From an optimization exercise on the open Yosys and OpenROAD flow, aimed at small area and few clock cycles; shortcuts taken in it are not production practice.
The RTL was checked by simulation tests, not by an equivalence proof against the original design.
No activity file was given, so power comes from the tool's default toggle rates.

// mec_core
module mec_core (
    input  wire        CLK,
    input  wire        RST,
    input  wire        CMD_VALID,
    output wire        CMD_READY,
    input  wire [15:0] CMD,
    input  wire [63:0] A_VAL,
    input  wire [6:0]  A_LEN,
    input  wire [63:0] B_VAL,
    input  wire [6:0]  B_LEN,
    input  wire [31:0] S0,
    input  wire [31:0] S1,
    input  wire [63:0] BIN,
    output wire [63:0] R_VAL,
    output wire [6:0]  R_LEN,
    output wire [63:0] Q_VAL,
    output wire [6:0]  Q_LEN,
    output wire [31:0] R_SCL,
    output wire [63:0] BOUT,
    output wire [31:0] STATUS
);
Settings: LEC_CHECK=0, ABC_AREA=1, CAP_MARGIN=10, CORE_AREA=2 2 283 283, DIE_AREA=0 0 285 285, SLEW_MARGIN=10; clock period 12.0 ns.
standard.sh (not shown) runs the stock make flow with config.mk's settings and CLKGATE_MAP_FILE= SYNTH_SCRIPT=/design/flow/synth_recipe.tcl, a recipe that flattens the netlist after the stock synthesis.
==> flow/flow/run.sh <==
#!/bin/bash
# Layout flow: the standard ORFS flow, with two changes.
#  - The port buffers are the smallest buffer cell.
#  - Synthesis maps the logic with an area-oriented ABC script, and without
#    the full-adder extraction and fast-adder mapping passes. It is the
#    standard synthesis script otherwise, so the flip-flops come out the same;
#    this is checked against the standard synthesis, and the standard netlist
#    is used if they differ.
# Each tool's output goes to a log file in this folder.
set -euo pipefail
W=$(pwd)
F="$W/flow"
R="$W/orfs/results/sky130hd/mec_core/base"
export BUFFER_PORTS_ARGS="-buffer_cell sky130_fd_sc_hd__buf_1"

# reference: the standard synthesis
bash standard.sh synth > std_synth.log 2>&1
cp "$R/1_2_yosys.v" std_1_2_yosys.v

# own synthesis: the standard script with the abc step's script replaced
{
  head -n 1 synth_recipe.tcl
  echo 'proc abc {args} {'
  echo '  set i [lsearch -exact $args -script]'
  echo "  if { \$i >= 0 } { lset args [expr { \$i + 1 }] $F/area.abc }"
  echo '  yosys abc {*}$args'
  echo '}'
  tail -n +2 synth_recipe.tcl
} > own_synth.tcl
sed "s#SYNTH_SCRIPT=[^ ]*synth_recipe.tcl#SYNTH_SCRIPT=$W/own_synth.tcl ADDER_MAP_FILE= SYNTH_OPERATIONS_ARGS=-noshare#" standard.sh > own_standard.sh
rm -f "$R/1_2_yosys.v" "$R/1_2_yosys.sdc" "$R/1_synth.odb" "$R/1_synth.sdc"
bash own_standard.sh synth > own_synth.log 2>&1

flops() { grep -oE '^\s*sky130_fd_sc_hd__(dfxtp|edfxtp|dfrtp|dfstp|dfbbp|sdf[a-z]*|edf[a-z]*|df[a-z]*)_[0-9]+ +[^ ]+' "$1" | sed -E 's/_[0-9]+ +/ /' | sort; }
if ! cmp -s <(flops std_1_2_yosys.v) <(flops "$R/1_2_yosys.v") || [ "$(flops std_1_2_yosys.v | wc -l)" = 0 ]; then
  echo "flip-flops differ from the standard synthesis; using the standard netlist" > own_synth_fallback.log
  rm -f "$R/1_2_yosys.v" "$R/1_2_yosys.sdc" "$R/1_synth.odb" "$R/1_synth.sdc"
  bash standard.sh synth > std_synth2.log 2>&1
fi

bash own_standard.sh > own_flow.log 2>&1
==> flow/flow/area.abc <==
strash
&get -n
&st
&syn3
&synch2
&put
dch -f
amap
&get -n
&st
&syn3
&synch2
&put
dch -f
amap
topo
Testbench counts at the start, summed over its fixed seeds: cycles 25,591.
Then changed:
==> flow/flow/area.abc (replaced) <==
strash
&get -n
&st
&syn3
&synch2
&put
dch -f
amap
topo
CORE_AREA = 2 2 318 318   (was 2 2 283 283)
DIE_AREA = 0 0 320 320   (was 0 0 285 285)
What happened: Global-route usage came out lower by 5.0 points. Total power is higher by 1.8%. Non-clock buffer count went up by 18. Setup slack gets worse by 150 ps. Register-to-register slack gets worse by 1200 ps. Design area stays flat. Via count fell by 1.4%. Maximum frequency came out lower by 1.4%. Hold slack is worse by 9.7 ps. Routed wire length increases by 6.4%. Sequential share of layout area hardly moves.
Then changed:
==> flow/flow/area.abc (replaced) <==
strash
&get -n
&st
&syn3
&synch2
&put
dch -f
amap
&get -n
&st
&syn3
&synch2
&put
dch -f
amap
topo
GPL_TIMING_DRIVEN = 0   (was default)
The changed run finished clean.
Cell count went down slightly.
Worst setup slack is worse by 830 ps.
Sequential share of layout area hardly moves.
Total power went down by a few percent.
First-iteration DRC count went up by roughly a tenth.
Final area went down slightly.
Die area stays the same.
Combinational power went down by a little under a tenth.
Register-to-register slack is worse by 830 ps.
Wire length went down slightly.
Via count hardly moves.
Then changed:
CORE_AREA = 2 2 283 283   (was 2 2 318 318)
CTS_CLUSTER_DIAMETER = 100   (was default)
CTS_CLUSTER_SIZE = 30   (was default)
DIE_AREA = 0 0 285 285   (was 0 0 320 320)
GPL_TIMING_DRIVEN = default   (was 0)
What happened: The new run finished with timing, DRC and antenna clean; worst setup slack gets better by 980 ps; count of clock-buffer cells in the layout rose by 2; wire length fell by 4.1%; hold slack stays flat; clock skew rose by 7.2 ps; sequential share of layout area barely changes; area after synthesis stays the same; die area fell by 21%.

---

mec_core again, from the RTL that the note above started with.
## mec_core
module mec_core (
    input  wire        CLK,
    input  wire        RST,
    input  wire        CMD_VALID,
    output wire        CMD_READY,
    input  wire [15:0] CMD,
    input  wire [63:0] A_VAL,
    input  wire [6:0]  A_LEN,
    input  wire [63:0] B_VAL,
    input  wire [6:0]  B_LEN,
    input  wire [31:0] S0,
    input  wire [31:0] S1,
    input  wire [63:0] BIN,
    output wire [63:0] R_VAL,
    output wire [6:0]  R_LEN,
    output wire [63:0] Q_VAL,
    output wire [6:0]  Q_LEN,
    output wire [31:0] R_SCL,
    output wire [63:0] BOUT,
    output wire [31:0] STATUS
);
Settings: LEC_CHECK=0, ABC_AREA=1, CAP_MARGIN=10, CORE_MARGIN=2, CORE_UTILIZATION=30, PLACE_DENSITY=0.5, SLEW_MARGIN=10; clock period 12.0 ns.
==> flow/flow/area.abc <==
strash
&get -n
&st
&syn3
&synch2
&put
dch -f
amap
&get -n
&st
&syn3
&synch2
&put
dch -f
amap
topo
Scripts as last shown in full above: flow/flow/run.sh
The baseline completed with no timing, DRC or antenna violations.
Testbench counts at the start, summed over its fixed seeds: cycles 25,591.
Next try:
- CORE_AREA: unset -> 2 2 318 318
- CORE_MARGIN: 2 -> unset
- CORE_UTILIZATION: 30 -> unset
- DIE_AREA: unset -> 0 0 320 320
- GPL_TIMING_DRIVEN: unset -> 0
- PLACE_DENSITY: 0.5 -> 0.75
Outcome: Sequential share of layout area falls by 0.55 points; cell count rose by a few percent; via count came out higher by a few percent; register-to-register slack gets worse by 1.2 ns; routed wire length grows by a little under a tenth; global-route usage shrinks by 8.2 points; core utilization is lower by 10 points.
Next try:
- GPL_TIMING_DRIVEN: 0 -> unset
Effect:
- The new run ran to the end with no violations
- combinational power is higher by a few percent
- total power came out higher slightly
- setup slack gets better by 1.0 ns
- final area is about the same
- synthesized area stays the same
- register-to-register slack is better by 1.3 ns
- core utilization barely changes
- routed wire length barely changes
- final cell count goes up slightly
Next try:
- CAP_MARGIN: 10 -> 5
- CORE_AREA: 2 2 318 318 -> unset
- CORE_MARGIN: unset -> 2
- CORE_UTILIZATION: unset -> 30
- DIE_AREA: 0 0 320 320 -> unset
- PLACE_DENSITY: 0.75 -> 0.5
- SLEW_MARGIN: 10 -> 5
After rerunning: Total power came out lower by a few percent. Wire length decreases by a little under a tenth. Worst setup slack degrades by 0.083 ns. Fmax falls slightly. Clock-buffer cell count stays the same. Die area is lower by a quarter to a third. Final cell count went down by a little under a tenth.
Next try:
- CAP_MARGIN: 5 -> 10
- GPL_TIMING_DRIVEN: unset -> 0
- PLACE_DENSITY: 0.5 -> unset
- SLEW_MARGIN: 5 -> 10
After rerunning:
- The new run passed the timing, DRC and antenna checks
- design area rises slightly
- first-iteration DRC count falls by a few percent
- maximum frequency falls by a little under a tenth
- sequential share of layout area falls by 0.22 points
- clock-buffer cell count rises by 2
- routed wire length falls slightly

==> afterwards: timing with drivers on the ports <==
Ports are ideal in the flow. The routed layouts listed here were re-timed in OpenROAD. Step 1 sets driving cells, clkbuf_16 on the clock port and buf_2 on the other inputs (assumed; they add their load-dependent delay and slew). Step 2 adds t to the input delays and takes it off the output delays; t is the mean of the earliest and latest rising clock arrival at the registers after step 1. Input paths then give back, and output paths get back, about the clock's delay inside the block. Slacks: ideal / step 1 / step 2; pairs: ideal / step 1.
run	t, ns	slack for setup (ns)	clock arrival spread, ns	worst data-port slew with drivers (ns)	pins driven straight from the clock port
the first run of note 1	0.569	1.480 / 1.522 / 0.953	0.034 / 0.034	0.10	1
the second run of note 1	0.570	1.326 / 1.326 / 1.326	0.025 / 0.025	0.10	1
the third run of note 1	0.566	0.499 / 0.499 / 0.499	0.027 / 0.027	0.09	1
the fourth run of note 1	0.569	1.480 / 1.522 / 0.953	0.034 / 0.034	0.10	1
the first run of note 2	0.566	1.400 / 1.437 / 0.872	0.021 / 0.021	0.12	1
the second run of note 2	0.567	0.444 / 0.444 / 0.444	0.038 / 0.038	0.11	1
the third run of note 2	0.569	1.484 / 1.522 / 0.953	0.021 / 0.021	0.12	1
the fourth run of note 2	0.566	1.400 / 1.437 / 0.872	0.021 / 0.021	0.12	1
the fifth run of note 2	0.585	0.489 / 0.489 / 0.489	0.041 / 0.040	0.13	1
After both steps setup and hold are still met in every run listed. For the third run of note 2, which loses most, drivers alone change the setup slack by +0.038 ns; drivers and shift together by -0.531 ns.
